Source: an optimization exercise on an open RTL-to-GDS flow (aim: small area, a short achievable clock period and few clock cycles per item). Production flows keep margins and buffers that such runs may drop. The RTL of this run was laid out without a check of its function. Power and IR drop assume default switching activity.

==> flow/design.v <==
module pib_buf #(
    parameter SIZE = 64
) (
    input  wire              clk,
    input  wire [SIZE-1:0]   we,
    input  wire [8*SIZE-1:0] wdata,
    output wire [8*SIZE-1:0] mem_flat
);
    reg [7:0] mem [0:SIZE-1];
    genvar k;
    generate
        for (k = 0; k < SIZE; k = k + 1) begin : g_byte
            always @(posedge clk)
                if (we[k]) mem[k] <= wdata[8*k +: 8];
            assign mem_flat[8*k +: 8] = mem[k];
        end
    endgenerate
endmodule
module pib_top (
    input  wire        clk,
    input  wire        rst,           
    input  wire        host_valid,
    input  wire        host_write,
    input  wire [1:0]  host_size,     
    input  wire [17:0] host_addr,     
    input  wire [31:0] host_wdata,
    output wire        host_ready,
    output wire [31:0] host_rdata,
    output wire        host_err
);
    localparam FRAME_BUF_SIZE = 64;
    localparam LPM_CAPACITY   = 16;
    localparam [3:0] C_OK = 4'd0, C_TRUNC_HDR = 4'd1, C_TRUNC_ICMP = 4'd2,
                     C_BAD_IHL = 4'd3, C_FRAME_LEN_ERR = 4'd4,
                     C_ENTRY_INVALID = 4'd5, C_TABLE_FULL = 4'd6,
                     C_RANGE_ERR = 4'd7, C_ILLEGAL_CMD = 4'd8;
    reg [31:0] r_cmd;
    reg [3:0]  r_status;
    reg [8:1]  r_errlog;
    reg [15:0] r_frame_len;
    reg [31:0] r_arg0, r_arg1;
    reg [4:0]  r_lpm_count;
    reg        r_hdr_valid;
    reg [7:0]  r_p_ver_ihl;
    reg [15:0] r_p_total_len;
    reg [7:0]  r_p_protocol;
    reg [31:0] r_p_src, r_p_dst;
    reg [5:0]  r_p_plen;            
    reg [7:0]  r_p_icmp_type, r_p_icmp_code;
    reg [15:0] r_p_icmp_cksum, r_p_icmp_id, r_p_icmp_seq;
    reg [31:0] r_m_addr;
    reg        r_m_allow, r_m_hit;
    reg [5:0]  r_m_len;
    reg [1:0]  r_c_verdict;         
    reg [15:0] r_ck_result;
    reg [6:0]  r_r_len;
    reg [31:0] t_key  [0:LPM_CAPACITY-1];
    reg [5:0]  t_plen [0:LPM_CAPACITY-1];
    reg        t_deny [0:LPM_CAPACITY-1];
    reg        busy;
    reg [6:0]  e_p;                 
    reg [15:0] acc;                 
    reg [6:0]  e_end;               
    reg [6:0]  e_q, e_qn;           
    reg [6:0]  e_dend;              
    reg        r_ck_bad, r_echo_bad;    
    function [31:0] mask32(input [5:0] n);
        integer b;
        begin
            for (b = 0; b < 32; b = b + 1)
                mask32[b] = (n >= 6'd32 - b);
        end
    endfunction
    function [31:0] csa(input [15:0] a, input [15:0] b, input [15:0] c);
        reg [15:0] cy;
        begin
            cy  = (a & b) | (a & c) | (b & c);
            csa = {cy[14:0], cy[15], a ^ b ^ c};
        end
    endfunction
    function [15:0] eac(input [15:0] a, input [15:0] b);
        reg [15:0] g, p, G, P;
        integer k, d;
        begin
            g = a & b;
            p = a ^ b;
            G = g;
            P = p;
            for (d = 1; d < 16; d = d * 2)
                for (k = 15; k >= d; k = k - 1) begin
                    G[k] = G[k] | (P[k] & G[k-d]);
                    P[k] = P[k] & P[k-d];
                end
            eac[0] = p[0] ^ G[15];
            for (k = 1; k < 16; k = k + 1)
                eac[k] = p[k] ^ (G[k-1] | (P[k-1] & G[15]));
        end
    endfunction
    function [15:0] swap16(input [15:0] x);
        swap16 = {x[7:0], x[15:8]};
    endfunction
    wire [1:0]  region = host_addr[17:16];
    wire [7:0]  roff   = host_addr[7:0];
    reg reg_known;
    always @(*) begin
        case (roff)
            8'h00, 8'h04, 8'h08, 8'h0C, 8'h10, 8'h14, 8'h18, 8'h1C, 8'h20,
            8'h40, 8'h44, 8'h48, 8'h4C, 8'h50, 8'h54, 8'h58, 8'h5C,
            8'h60, 8'h64, 8'h68, 8'h6C, 8'h70,
            8'h80, 8'h84, 8'h88, 8'h90, 8'h94: reg_known = 1'b1;
            default:                            reg_known = 1'b0;
        endcase
    end
    wire reg_legal   = (region == 2'd0) && (host_addr[15:8] == 8'd0) &&
                       (host_size == 2'd2) && reg_known;
    wire buf_aligned = (host_size == 2'd0) ||
                       (host_size == 2'd1 && host_addr[0] == 1'b0) ||
                       (host_size == 2'd2 && host_addr[1:0] == 2'd0);
    wire buf_legal   = (host_size != 2'd3) && buf_aligned && (host_addr[15:6] == 10'd0);
    wire fbuf_legal  = (region == 2'd1) && buf_legal;
    wire rbuf_legal  = (region == 2'd2) && buf_legal;
    wire acc_legal   = reg_legal || fbuf_legal || rbuf_legal;
    wire idle_wr   = host_valid && host_write && !busy;
    wire reg_wr    = idle_wr && reg_legal;
    wire cmd_write = reg_wr && (roff == 8'h00);
    wire [31:0] w        = host_wdata;
    wire        w_hi0    = (w[31:8] == 24'd0);
    wire        d_nop    = (w[7:0] == 8'h00) && w_hi0;
    wire        d_parse  = (w[7:0] == 8'h01) && w_hi0;
    wire        d_class  = (w[7:0] == 8'h02) && w_hi0;
    wire        d_clear  = (w[7:0] == 8'h10) && w_hi0;
    wire        d_insert = (w[7:0] == 8'h11) && (w[15:14] == 2'd0) && (w[31:17] == 15'd0);
    wire        d_match  = (w[7:0] == 8'h12) && w_hi0;
    wire        d_cksum  = (w[7:0] == 8'h20) && (w[31:9] == 23'd0);
    wire        d_echo   = (w[7:0] == 8'h21) && w_hi0;
    wire [15:0] a_start  = r_arg1[15:0];
    wire [15:0] a_len    = r_arg1[31:16];
    wire        ck_bad   = r_ck_bad;
    wire        echo_bad = r_echo_bad;
    wire [31:0] arg1_nx  = (reg_wr && roff == 8'h14) ? w : r_arg1;
    wire [7:0]  arg1_sum = {1'b0, arg1_nx[6:0]} + {1'b0, arg1_nx[22:16]};
    wire        ck_bad_nx = (arg1_nx[15:7] != 9'd0) || (arg1_nx[31:23] != 9'd0) ||
                            (arg1_sum > 8'd64);
    wire        echo_bad_nx = ck_bad_nx || (arg1_nx[22:16] > 7'd56);
    wire        ins_bad  = (w[13:8] > 6'd32);
    wire go_multi = cmd_write && ((d_cksum && !ck_bad) || (d_echo && !echo_bad) ||
                                  d_match || (d_insert && !ins_bad));
    wire m_stream = r_cmd[5];                
    wire m_echo   = r_cmd[5] && r_cmd[0];
    wire m_rbuf   = r_cmd[8];                
    wire m_ins    = !r_cmd[5] && r_cmd[0];   
    wire m_byte   = (a_start[1:0] != 2'd0);  
    wire [511:0] fm, rm;
    wire [63:0]  f_we, r_we;
    wire [511:0] r_wd;
    wire [63:0]  f_lanes;
    pib_buf #(.SIZE(FRAME_BUF_SIZE)) u_fbuf (
        .clk(clk), .we(f_we), .wdata({8{f_lanes}}), .mem_flat(fm));
    wire [7:0]  f_b0   = fm[7:0];
    wire [3:0]  f_ihl  = fm[3:0];
    wire [15:0] f_tlen = {fm[2*8 +: 8], fm[3*8 +: 8]};
    wire [7:0]  f_prot = fm[9*8 +: 8];
    wire [31:0] f_src  = {fm[12*8 +: 8], fm[13*8 +: 8], fm[14*8 +: 8], fm[15*8 +: 8]};
    wire [31:0] f_dst  = {fm[16*8 +: 8], fm[17*8 +: 8], fm[18*8 +: 8], fm[19*8 +: 8]};
    wire [3:0] idx = busy ? e_p[5:2] : f_ihl;
    reg [127:0] fch, rch;    
    always @(*) begin
        case (idx[3:2])
            2'd0: begin fch = fm[127:0];   rch = rm[127:0];   end
            2'd1: begin fch = fm[255:128]; rch = rm[255:128]; end
            2'd2: begin fch = fm[383:256]; rch = rm[383:256]; end
            default: begin fch = fm[511:384]; rch = rm[511:384]; end
        endcase
    end
    function [31:0] cword(input [127:0] c, input [1:0] k);
        reg [127:0] x;
        begin
            x = c >> (32 * k);
            cword = {x[7:0], x[15:8], x[23:16], x[31:24]};
        end
    endfunction
    wire [31:0] fword = cword(fch, idx[1:0]);
    reg [31:0] bword;
    integer hk;
    always @(*) begin
        bword = 32'd0;
        for (hk = 0; hk < 16; hk = hk + 1) begin
            if (host_addr[5:2] == hk && host_addr[16])
                bword = bword | {fm[(4*hk)*8 +: 8], fm[(4*hk+1)*8 +: 8],
                                 fm[(4*hk+2)*8 +: 8], fm[(4*hk+3)*8 +: 8]};
            if (host_addr[5:2] == hk && host_addr[17])
                bword = bword | {rm[(4*hk)*8 +: 8], rm[(4*hk+1)*8 +: 8],
                                 rm[(4*hk+2)*8 +: 8], rm[(4*hk+3)*8 +: 8]};
        end
    end
    function [31:0] steer(input [31:0] wd, input [1:0] sz, input [1:0] a);
        begin
            case (sz)
                2'd0: case (a)
                          2'd0:    steer = {24'd0, wd[31:24]};
                          2'd1:    steer = {24'd0, wd[23:16]};
                          2'd2:    steer = {24'd0, wd[15:8]};
                          default: steer = {24'd0, wd[7:0]};
                      endcase
                2'd1:    steer = a[1] ? {16'd0, wd[15:0]} : {16'd0, wd[31:16]};
                default: steer = wd;
            endcase
        end
    endfunction
    wire p_exam = r_hdr_valid && (r_p_protocol == 8'd1) && (r_p_plen >= 6'd8);
    wire p_echo = p_exam && (r_p_icmp_type == 8'd8);
    reg [31:0] reg_rdata;
    always @(*) begin
        case (roff[7:2])
            6'h00: reg_rdata = r_cmd;
            6'h01: reg_rdata = {28'd0, r_status};
            6'h02: reg_rdata = {23'd0, r_errlog, 1'b0};
            6'h03: reg_rdata = {16'd0, r_frame_len};
            6'h04: reg_rdata = r_arg0;
            6'h05: reg_rdata = r_arg1;
            6'h06: reg_rdata = FRAME_BUF_SIZE;
            6'h07: reg_rdata = LPM_CAPACITY;
            6'h08: reg_rdata = {27'd0, r_lpm_count};
            6'h10: reg_rdata = {28'd0, p_exam && !p_echo, p_echo, p_exam, r_hdr_valid};
            6'h11: reg_rdata = {24'd0, r_p_ver_ihl};
            6'h12: reg_rdata = {16'd0, r_p_total_len};
            6'h13: reg_rdata = {24'd0, r_p_protocol};
            6'h14: reg_rdata = r_p_src;
            6'h15: reg_rdata = r_p_dst;
            6'h16: reg_rdata = {26'd0, r_hdr_valid ? r_p_ver_ihl[3:0] : 4'd0, 2'd0};
            6'h17: reg_rdata = {26'd0, r_p_plen};
            6'h18: reg_rdata = {24'd0, r_p_icmp_type};
            6'h19: reg_rdata = {24'd0, r_p_icmp_code};
            6'h1A: reg_rdata = {16'd0, r_p_icmp_cksum};
            6'h1B: reg_rdata = {16'd0, r_p_icmp_id};
            6'h1C: reg_rdata = {16'd0, r_p_icmp_seq};
            6'h20: reg_rdata = r_m_addr;
            6'h21: reg_rdata = {18'd0, r_m_len, 6'd0, r_m_hit, r_m_allow};
            6'h22: reg_rdata = {30'd0, r_c_verdict};
            6'h24: reg_rdata = {16'd0, r_ck_result};
            6'h25: reg_rdata = {25'd0, r_r_len};
            default: reg_rdata = 32'd0;
        endcase
    end
    assign host_rdata = (region == 2'd0) ? reg_rdata : steer(bword, host_size, host_addr[1:0]);
    assign host_err   = !acc_legal;
    wire [7:0] hl0 = (host_size == 2'd2) ? w[31:24] : (host_size == 2'd1) ? w[15:8] : w[7:0];
    wire [7:0] hl1 = (host_size == 2'd2) ? w[23:16] : w[7:0];
    wire [7:0] hl2 = (host_size != 2'd0) ? w[15:8]  : w[7:0];
    wire [7:0] hl3 = w[7:0];
    wire [31:0] h_lanes = {hl3, hl2, hl1, hl0};       
    reg [3:0] h_be;
    always @(*) begin
        case (host_size)
            2'd0:    h_be = 4'b0001 << host_addr[1:0];
            2'd1:    h_be = host_addr[1] ? 4'b1100 : 4'b0011;
            default: h_be = 4'b1111;
        endcase
    end
    wire h_fwr = idle_wr && fbuf_legal;
    wire h_rwr = idle_wr && rbuf_legal;
    genvar gi;
    generate
        for (gi = 0; gi < 64; gi = gi + 1) begin : g_hwe
            wire hit = (host_addr[5:2] == gi / 4) && h_be[gi % 4];
            assign f_we[gi] = h_fwr && hit;
        end
    endgenerate
    assign f_lanes = {h_lanes, h_lanes};
    wire [6:0] s7 = a_start[6:0];
    wire [6:0] bnd = (m_echo && m_byte) ? e_p + 7'd1 :
                     m_echo             ? {e_p[6:3] + 4'd1, 3'd0} :
                                          {e_p[6:4] + 3'd1, 4'd0};
    wire       e_last = (bnd >= e_end);
    wire       end_here = (e_end[6:4] == e_p[6:4]);    
    wire [15:0] cmask;
    generate
        for (gi = 0; gi < 16; gi = gi + 1) begin : g_cmask
            wire lt_bnd = !m_echo ? 1'b1 :
                          m_byte  ? (gi == e_p[3:0]) :
                                    (e_p[3] || gi < 8);
            wire lt_end = !end_here || (gi < e_end[3:0]);
            assign cmask[gi] = busy && m_stream && (gi >= e_p[3:0]) && lt_bnd && lt_end;
        end
    endgenerate
    wire        src_r = !m_echo && m_rbuf;
    wire [127:0] sch  = src_r ? rch : fch;
    wire [15:0] sw [0:7];
    generate
        for (gi = 0; gi < 8; gi = gi + 1) begin : g_sw
            assign sw[gi] = {sch[16*gi +: 8] & {8{cmask[2*gi]}},
                             sch[16*gi + 8 +: 8] & {8{cmask[2*gi+1]}}};
        end
    endgenerate
    wire [31:0] l1a = csa(sw[0], sw[1], sw[2]);
    wire [31:0] l1b = csa(sw[3], sw[4], sw[5]);
    wire [31:0] l1c = csa(sw[6], sw[7], acc);
    wire [31:0] l2a = csa(l1a[15:0], l1a[31:16], l1b[15:0]);
    wire [31:0] l2b = csa(l1b[31:16], l1c[15:0], l1c[31:16]);
    wire [31:0] l3  = csa(l2a[15:0], l2a[31:16], l2b[15:0]);
    wire [31:0] l4  = csa(l3[15:0], l3[31:16], l2b[31:16]);
    wire [15:0] sum_next = eac(l4[15:0], l4[31:16]);
    wire        s_odd  = a_start[0];
    wire [15:0] ck_fin = ~(s_odd ? swap16(sum_next) : sum_next);
    wire [15:0] idsq      = eac(r_arg0[31:16], r_arg0[15:0]);
    wire [15:0] acc_echo0 = s_odd ? swap16(idsq) : idsq;
    wire [63:0]  fch8  = e_p[3] ? fch[127:64] : fch[63:0];
    wire [63:0]  cp8   = a_start[2] ? {fch8[31:0], fch8[63:32]} : fch8;
    wire [7:0]   cpb   = fword[31 - 8*e_p[1:0] -: 8];
    wire [63:0]  e_lanes = m_byte ? {8{cpb}} : cp8;
    wire         e_copy = busy && m_echo;
    wire         e_fin  = busy && m_echo && e_last;
    wire [63:0] r_lanes = busy ? e_lanes : {h_lanes, h_lanes};
    wire [63:0] e_hdr   = {r_arg0[7:0], r_arg0[15:8], r_arg0[23:16], r_arg0[31:24],
                           ck_fin[7:0], ck_fin[15:8], 16'd0};    
    generate
        for (gi = 0; gi < 64; gi = gi + 1) begin : g_rwe
            wire hhit = (host_addr[5:2] == gi / 4) && h_be[gi % 4];
            wire ehit;
            if (gi < 8) begin : g_lo
                assign ehit = e_fin;
                assign r_wd[8*gi +: 8] = busy ? e_hdr[8*gi +: 8] : r_lanes[8*(gi%8) +: 8];
            end else begin : g_hi
                assign ehit = e_copy && (gi >= e_q) && (gi < e_qn) && (gi < e_dend);
                assign r_wd[8*gi +: 8] = r_lanes[8*(gi%8) +: 8];
            end
            assign r_we[gi] = (h_rwr && hhit) || ehit;
        end
    endgenerate
    pib_buf #(.SIZE(FRAME_BUF_SIZE)) u_rbuf (
        .clk(clk), .we(r_we), .wdata(r_wd), .mem_flat(rm));
    wire [31:0] icmp_a = fword;                       
    reg  [31:0] icmp_b;                               
    always @(*) begin
        case (f_ihl[1:0])
            2'd0: icmp_b = cword(fch, 2'd1);
            2'd1: icmp_b = cword(fch, 2'd2);
            2'd2: icmp_b = cword(fch, 2'd3);
            default: icmp_b = f_ihl[3] ? {fm[48*8 +: 8], fm[49*8 +: 8], fm[50*8 +: 8], fm[51*8 +: 8]}
                                       : {fm[32*8 +: 8], fm[33*8 +: 8], fm[34*8 +: 8], fm[35*8 +: 8]};
        endcase
    end
    wire [15:0] L        = r_frame_len;
    wire        pf_len   = (L > 16'd64);
    wire        pf_short = (L < 16'd20);
    wire        p_load   = !pf_len && !pf_short;
    wire        pf_ihl   = (f_ihl < 4'd5);
    wire [6:0]  p_hl     = {1'b0, f_ihl, 2'b00};
    wire        pf_trunc = (L[6:0] < p_hl);
    wire        p_hdr    = p_load && !pf_ihl && !pf_trunc;
    wire [6:0]  p_pay    = L[6:0] - p_hl;
    wire        p_icmp   = p_hdr && (f_prot == 8'd1);
    wire        pf_ticmp = p_icmp && (p_pay < 7'd8);
    wire        p_ex     = p_icmp && !pf_ticmp;
    wire        p_ech    = p_ex && (icmp_a[31:24] == 8'd8);
    wire [3:0]  p_code   = pf_len ? C_FRAME_LEN_ERR : pf_short ? C_TRUNC_HDR :
                           pf_ihl ? C_BAD_IHL : pf_trunc ? C_TRUNC_HDR :
                           pf_ticmp ? C_TRUNC_ICMP : C_OK;
    wire        p_ok     = (p_code == C_OK);
    wire [31:0] lpm_a = busy ? r_arg0 : f_dst;
    wire [15:0] cov;
    wire [5:0]  plv [0:15];
    generate
        for (gi = 0; gi < 16; gi = gi + 1) begin : g_lpm
            assign plv[gi] = t_plen[gi];
            assign cov[gi] = (gi < r_lpm_count) &&
                             ((lpm_a & mask32(t_plen[gi])) == t_key[gi]);
        end
    endgenerate
    reg [15:0] cand;
    reg [5:0]  mlen;
    reg [15:0] bitv;
    integer bi, ei;
    always @(*) begin
        cand = cov;
        for (bi = 5; bi >= 0; bi = bi - 1) begin
            for (ei = 0; ei < 16; ei = ei + 1) bitv[ei] = plv[ei][bi];
            mlen[bi] = |(cand & bitv);
            if (mlen[bi]) cand = cand & bitv;
        end
    end
    wire l_hit = |cov;
    reg  l_deny;
    always @(*) begin
        l_deny = 1'b0;
        for (ei = 0; ei < 16; ei = ei + 1) l_deny = l_deny | (cand[ei] & t_deny[ei]);
    end
    wire [5:0]  i_plen = r_cmd[13:8];
    wire        i_deny = r_cmd[16];
    wire [31:0] i_key  = r_arg0 & mask32(i_plen);
    wire [15:0] dup;
    generate
        for (gi = 0; gi < 16; gi = gi + 1) begin : g_dup
            assign dup[gi] = cov[gi] && (t_plen[gi] == i_plen);
        end
    endgenerate
    wire i_dup  = |dup;
    wire i_full = r_lpm_count[4];
    wire i_app  = busy && !m_stream && m_ins && !i_dup && !i_full;
    integer ti;
    always @(posedge clk) begin
        for (ti = 0; ti < LPM_CAPACITY; ti = ti + 1) begin
            if (i_app && r_lpm_count[3:0] == ti) begin
                t_key[ti]  <= i_key;
                t_plen[ti] <= i_plen;
            end
            if ((i_app && r_lpm_count[3:0] == ti) ||
                (busy && !m_stream && m_ins && dup[ti]))
                t_deny[ti] <= i_deny;
        end
    end
    reg        fin;           
    reg [3:0]  fin_code;
    always @(*) begin
        fin = 1'b0;
        fin_code = C_OK;
        if (busy) begin
            if (m_stream) begin
                fin = e_last;
            end else begin
                fin = 1'b1;
                if (m_ins && !i_dup && i_full) fin_code = C_TABLE_FULL;
            end
        end else if (cmd_write) begin
            if (d_nop || d_clear) begin
                fin = 1'b1;
            end else if (d_parse || d_class) begin
                fin = 1'b1;
                fin_code = p_code;
            end else if (d_insert) begin
                fin = ins_bad;
                fin_code = C_ENTRY_INVALID;
            end else if (d_match) begin
                fin = 1'b0;
            end else if (d_cksum) begin
                fin = ck_bad;
                fin_code = C_RANGE_ERR;
            end else if (d_echo) begin
                fin = echo_bad;
                fin_code = C_RANGE_ERR;
            end else begin
                fin = 1'b1;
                fin_code = C_ILLEGAL_CMD;
            end
        end
    end
    assign host_ready = busy ? (!m_stream || e_last) : (host_valid && !go_multi);
    always @(posedge clk) begin
        if (rst) begin
            busy            <= 1'b0;
            e_p             <= 7'd0;
            acc             <= 16'd0;
            r_cmd           <= 32'd0;
            r_status        <= 4'd0;
            r_errlog        <= 8'd0;
            r_frame_len     <= 16'd0;
            r_arg0          <= 32'd0;
            r_arg1          <= 32'd0;
            r_lpm_count     <= 5'd0;
            r_hdr_valid     <= 1'b0;
            r_p_ver_ihl     <= 8'd0;
            r_p_total_len   <= 16'd0;
            r_p_protocol    <= 8'd0;
            r_p_src         <= 32'd0;
            r_p_dst         <= 32'd0;
            r_p_plen        <= 6'd0;
            r_p_icmp_type   <= 8'd0;
            r_p_icmp_code   <= 8'd0;
            r_p_icmp_cksum  <= 16'd0;
            r_p_icmp_id     <= 16'd0;
            r_p_icmp_seq    <= 16'd0;
            r_m_addr        <= 32'd0;
            r_m_allow       <= 1'b0;
            r_m_hit         <= 1'b0;
            r_m_len         <= 6'd0;
            r_c_verdict     <= 2'd0;
            r_ck_result     <= 16'd0;
            r_r_len         <= 7'd0;
            r_ck_bad        <= 1'b0;
            r_echo_bad      <= 1'b0;
        end else begin
            r_ck_bad   <= ck_bad_nx;
            r_echo_bad <= echo_bad_nx;
            if (reg_wr) begin
                case (roff)
                    8'h00: r_cmd <= w;
                    8'h08: r_errlog <= r_errlog & ~w[8:1];
                    8'h0C: r_frame_len <= w[15:0];
                    8'h10: r_arg0 <= w;
                    8'h14: r_arg1 <= w;
                    default: ;
                endcase
            end
            if (fin) begin
                r_status <= fin_code;
                if (fin_code != C_OK) r_errlog[fin_code] <= 1'b1;
            end
            if (cmd_write) begin
                if (go_multi) busy <= 1'b1;
                e_p    <= s7;
                e_end  <= s7 + a_len[6:0];
                e_dend <= a_len[6:0] + 7'd8;
                e_q    <= 7'd8;
                e_qn   <= m_byte ? 7'd9 : (7'd16 - {4'd0, s7[2:0]});
                acc <= d_echo ? acc_echo0 : 16'd0;
                if (d_clear) r_lpm_count <= 5'd0;
                if (d_parse || d_class) begin
                    r_hdr_valid    <= p_hdr;
                    r_p_ver_ihl    <= p_load ? f_b0   : 8'd0;
                    r_p_total_len  <= p_load ? f_tlen : 16'd0;
                    r_p_protocol   <= p_load ? f_prot : 8'd0;
                    r_p_src        <= p_load ? f_src  : 32'd0;
                    r_p_dst        <= p_load ? f_dst  : 32'd0;
                    r_p_plen       <= p_hdr  ? p_pay[5:0] : 6'd0;
                    r_p_icmp_type  <= p_ex   ? icmp_a[31:24] : 8'd0;
                    r_p_icmp_code  <= p_ech  ? icmp_a[23:16] : 8'd0;
                    r_p_icmp_cksum <= p_ech  ? icmp_a[15:0]  : 16'd0;
                    r_p_icmp_id    <= p_ech  ? icmp_b[31:16] : 16'd0;
                    r_p_icmp_seq   <= p_ech  ? icmp_b[15:0]  : 16'd0;
                end
                if (d_class) begin
                    r_m_addr    <= p_ok ? f_dst : 32'd0;
                    r_m_hit     <= p_ok && l_hit;
                    r_m_allow   <= p_ok && l_hit && !l_deny;
                    r_m_len     <= p_ok ? mlen : 6'd0;
                    r_c_verdict <= p_ok ? 2'b01 : 2'b10;
                end
            end
            if (busy) begin
                if (m_stream) begin
                    e_p  <= bnd;
                    e_q  <= e_qn;
                    e_qn <= e_qn + (m_byte ? 7'd1 : 7'd8);
                    acc  <= sum_next;
                    if (e_last) begin
                        busy <= 1'b0;
                        if (m_echo) r_r_len <= e_dend;
                        else        r_ck_result <= ck_fin;
                    end
                end else begin
                    busy <= 1'b0;
                    if (!m_ins) begin
                        r_m_addr  <= r_arg0;
                        r_m_hit   <= l_hit;
                        r_m_allow <= l_hit && !l_deny;
                        r_m_len   <= mlen;
                    end else if (i_app) begin
                        r_lpm_count <= r_lpm_count + 5'd1;
                    end
                end
            end
        end
    end
endmodule
==> flow/run.sh <==
#!/bin/bash
# synth_recipe.tcl (not shown) runs the flow's synth.tcl, then flattens the netlist and writes it again
# the make line also repeats each setting of config.mk as NAME=value (left out here)
make -C /OpenROAD-flow-scripts/flow DESIGN_CONFIG=/design/flow/config.mk WORK_HOME=/design/flow/orfs CLKGATE_MAP_FILE= SYNTH_SCRIPT=/design/flow/synth_recipe.tcl finish
==> flow/config.mk <==
export PLATFORM = sky130hd
export DESIGN_NAME = pib_top
export DESIGN_NICKNAME = pib_top
export VERILOG_FILES = /design/flow/design.v
export SDC_FILE = /design/flow/constraint.sdc
export NUM_CORES = 8
export LEC_CHECK = 0
export CAP_MARGIN = 20
export CORE_MARGIN = 2
export CORE_UTILIZATION = 45
export PLACE_DENSITY = 0.6
export SETUP_SLACK_MARGIN = 4.5
export SLEW_MARGIN = 20
==> flow/constraint.sdc <==
create_clock -name core_clock -period 12.0 [get_ports {clk}]
set_input_delay 2.4000 -clock core_clock [delete_from_list [all_inputs] [get_ports {clk}]]
set_output_delay 2.4000 -clock core_clock [all_outputs]
set_load 0.01 [all_outputs]
==> results.json <==
{
  "io_buffers": 89,
  "setup_viol": 0,
  "synth-main-ff-cell": "edfxtp_1",
  "clockPowerShare_pct": 46.8,
  "finalHoldViolCount": 0,
  "core_um2": 249000,
  "die_h_um": 505,
  "leakagePower_nw": 45.2,
  "hold_slack_ps": 453,
  "switching_share_pct": 24.0,
  "gp_congestion": 1.15,
  "num_vias": 113000,
  "hold_path.class": "flop to flop",
  "worst_pin_slew_ps": 1360,
  "setup.worst_path.start": "busy$_SDFF_PP0_",
  "irDropWorstVdd_uv": 187,
  "routed_wl_um": 733000,
  "fill_cells": 21000,
  "drt-wirelength-per-cell_um": 50.7,
  "dpl.hpwl_um": 490000,
  "synthCells": 10200,
  "viasPerCell": 7.81,
  "slowest_stage": "a21oi_1",
  "fin_skew_ps": 87.5,
  "tns_ps": 0,
  "htree_levels": 4,
  "outcome": "timing/DRC/antenna clean",
  "finalMaxSlewViolations": 0,
  "crit_arrival_ps": 9240,
  "synth_seq_area_share_pct": 51.4,
  "p_seq_share_pct": 48.1,
  "min_period_over_period_pct": 71.5,
  "yosysWarnings": 6,
  "period_minus_slack_ps": 8580,
  "firstDrtPassIters": 12,
  "ys_types": 108,
  "gr-total-overflow": 0,
  "max_stage_delay_ps": 1050,
  "num_rows": 183,
  "seq_area_um2": 58100,
  "syn2layout_area_growth_pct": 24.1,
  "syn_nets": 10500,
  "synth-edff-count": 1676,
  "clk_path_buf_depth": 3,
  "synth.cell_area_um2": 113000,
  "final_nets": 11100,
  "grt_pass1_vias": 101000,
  "endpoint_kind": "flop",
  "drt_iter0_drc": 22700,
  "drv_cap": 0,
  "rsz0062_at_grt": "yes",
  "syn_area_per_cell_um2": 11.1,
  "grt_usage_pct": 55.2,
  "p_int_mw": 12.2,
  "cts_tree": "done",
  "cp.required_ps": 12660,
  "comb_power_share_pct": 5.1,
  "die_area_um2": 255000,
  "grt_max_degree": 93,
  "path_max_fanout": 11,
  "numCtsBuffers": 223,
  "min_to": "r_p_dst[24]$_SDFFE_PP0P_",
  "regToRegEndpoint": "u_rbuf.mem[3][3]$_DFFE_PP_",
  "antenna_found_initial": 86,
  "hold_depth": 2,
  "reg2reg_from": "busy$_SDFF_PP0_",
  "ff2ff_setup_slack_ps": 3420,
  "path_clk_slew_ps": 60,
  "ys_ff_latch": 2063,
  "cts.sinks": 2063,
  "crit_type": "flop to flop",
  "drive_gt1_share_pct": 25.3,
  "power.density_nw_per_um2": 115,
  "ios": 90,
  "hold_start": "r_p_dst[24]$_SDFFE_PP0P_",
  "ant_nets": 0,
  "clock_latency_ps": 990,
  "reg2reg_depth": 38,
  "crit_path_start_kind": "flop",
  "drc": 0,
  "multiInputGateArea_um2": 55700,
  "grt_pass1_wl_um": 943000,
  "cts-root-buf": "clkbuf_16",
  "switchingPower_mw": 3.85,
  "initial_utilization_pct": 45.3,
  "slew_headroom_pct": 9.58,
  "fmax_mhz": 117,
  "die_w_um": 505,
  "async_flop_share_pct": 0
}
-- cells in the final DEF, fill, tap and decap left out, types with 239 or more instances in the layout --
cell and n:
nand2_1 1138, xnor2_1 358, dfxtp_1 371, edfxtp_1 1676
nor2_1 424, a22oi_1 488, a211oi_1 239, buf_4 728
inv_1 314, nand3_1 289, a21oi_1 700, mux4_2 349
-- cell families after synthesis --
family	share of synthesized area (%)
simple gates	11.9
compound gates	17.4
flops	51.4
buf+inv	3.87
mux	8.54
xor+xnor	3.84
fa+ha+maj	2.97
-- critical path, delay by kind of cell (launching register included) --
kind | cells | cell delay (ps)
AND/OR/NAND/NOR | 3 | 320
multiplexers | 4 | 1040
XOR/XNOR | 1 | 220
AO/OA/AOI/OAI | 15 | 3140
flip-flops | 1 | 360
buffers and inverters | 10 | 1410
adder cells (fa/ha/maj) | 5 | 1760
-- cells in the mapped netlist, types with 21 or more instances --
cell type,instances,area share [%]
nand4_1,232,1.3
a22oi_1,506,3.4
dfxtp_1,387,6.9
xnor2_1,369,2.9
nor3_1,182,0.81
a31oi_1,129,0.71
o2111ai_1,26,0.20
a211o_1,21,0.16
a211oi_1,248,1.6
fa_1,117,2.1
a221oi_1,189,1.5
or4_1,45,0.30
a21o_1,116,0.77
o21a_1,24,0.16
a222oi_1,22,0.19
edfxtp_1,1676,45
mux2_2,85,0.85
nor2b_1,26,0.14
and2_1,62,0.34
ha_1,80,0.89
nor2_1,589,2.0
mux4_2,349,7.0
a311oi_1,58,0.45
inv_1,334,1.1
a21oi_1,799,3.5
o31ai_1,21,0.14
o211ai_1,46,0.31
nand2_1,1204,4.0
xor2_1,126,0.98
buf_2,43,0.19
nor4_1,106,0.59
nand3_1,297,1.3
nand2b_1,34,0.19
o22ai_1,93,0.52
and3_1,36,0.20
or3_1,37,0.20
clkbuf_1,638,2.1
o21ai_0,245,1.1
buf_1,81,0.27
a22o_1,137,1.1
mux2i_1,52,0.46
-- routing by layer --
| layer | wire length (µm) | GRT usage [%] | up-vias |
|---|---|---|---|
| met5 | 556 | 1.18 | - |
| met4 | 98200 | 56.5 | 40 |
| met3 | 119000 | 27.0 | 4388 |
| met2 | 293000 | 76.0 | 13000 |
| met1 | 222000 | 59.9 | 54500 |
| li1 | - | - | 40800 |
-- state kept, by name (all words and copies together) (netlist names), 8 cells and up --
name / count
acc: 16
r_arg0: 32
r_arg1: 32
r_ck_result: 16
r_cmd: 32
r_errlog: 8
r_frame_len: 16
r_m_addr: 32
r_p_dst: 32
r_p_icmp_cksum: 16
r_p_icmp_code: 8
r_p_icmp_id: 16
r_p_icmp_seq: 16
r_p_icmp_type: 8
r_p_protocol: 8
r_p_src: 32
r_p_total_len: 16
r_p_ver_ihl: 8
t_deny: 16
t_key: 512
t_plen: 96
u_fbuf.mem: 512
u_rbuf.mem: 512
-- per-stage QoR --
stage,instance area (µm²),utilization [%],power (mW),setup slack (ps),std cells
final,140000,56.3,16.1,3420,14400
after global routing,140000,56.2,16.3,3380,14400
after CTS,135000,54.3,15.9,3750,14100
after detailed placement,121000,48.5,8.47,1030,13300
after global placement,121000,48.4,8.47,1190,13300
after floorplan,113000,-,8.10,3810,10200
-- area by class of cell --
cell class	instances	share of cell area (%)
clock inverters	153	1.37
clock buffers	273	4.24
inverters	345	0.945
multi-input cells	7013	39.8
diodes	97	0.173
well taps	3330	2.97
repair buffers	1170	9.07
flip-flops and latches	2063	41.5
-- worst max path at each step --
stage          slack, ps  depth (start not counted)                          to
6_report            3420                         38  u_rbuf.mem[3][3]$_DFFE_PP_
5_1_grt             3380                         38  u_rbuf.mem[3][3]$_DFFE_PP_
4_1_cts             3750                         11               host_rdata[7]
3_5_place_dp        1030                         14               host_rdata[7]
3_3_place_gp        1190                         14               host_rdata[7]
2_1_floorplan       3810                         42  u_rbuf.mem[3][7]$_DFFE_PP_
-- repair_timing --
item	CTS	global route
resized for setup	878	440
setup buffers	312	244
hold buffers	0	0
pin swaps	182	209
setup endpoints to repair	92	87
cloned	26	9
-- power groups by stage --
stage | clock (mW) | sequential (mW) | combinational [mW]
global placement | 0 | 7.88 | 0.587
CTS | 7.47 | 7.73 | 0.679
finish | 7.52 | 7.73 | 0.812
floorplan | 0 | 7.87 | 0.223
global route | 7.75 | 7.72 | 0.786
detailed placement | 0 | 7.88 | 0.590

## what the ideal ports hide
The flow's constraints put no driver on any port. The routed layout listed below was extracted and timed again, unchanged, in two steps. Step 1: set_driving_cell puts a clkbuf_16 on clk and a buf_2 on each other input, an assumption about the parent block. Step 2 adds t to the input delays and takes it off the output delays; t is the mean of the earliest and latest rising clock arrival at the registers after step 1. Input paths then give back, and output paths get back, about the clock's delay inside the block. Three values: ideal ports, drivers, drivers and shift; two values: the first two.
t (ns): 1.062
setup slack, ns: 3.420 / 3.420 / 3.420
worst setup path at the end: register to register
worst register clock-pin slew, ns: 0.08 / 0.08
worst slew at a driven data input, ns: 0.25
After both steps setup and hold are still met in this run. The setup slack of this run moves by 0.000 ns with the drivers and by 0.000 ns with both steps.
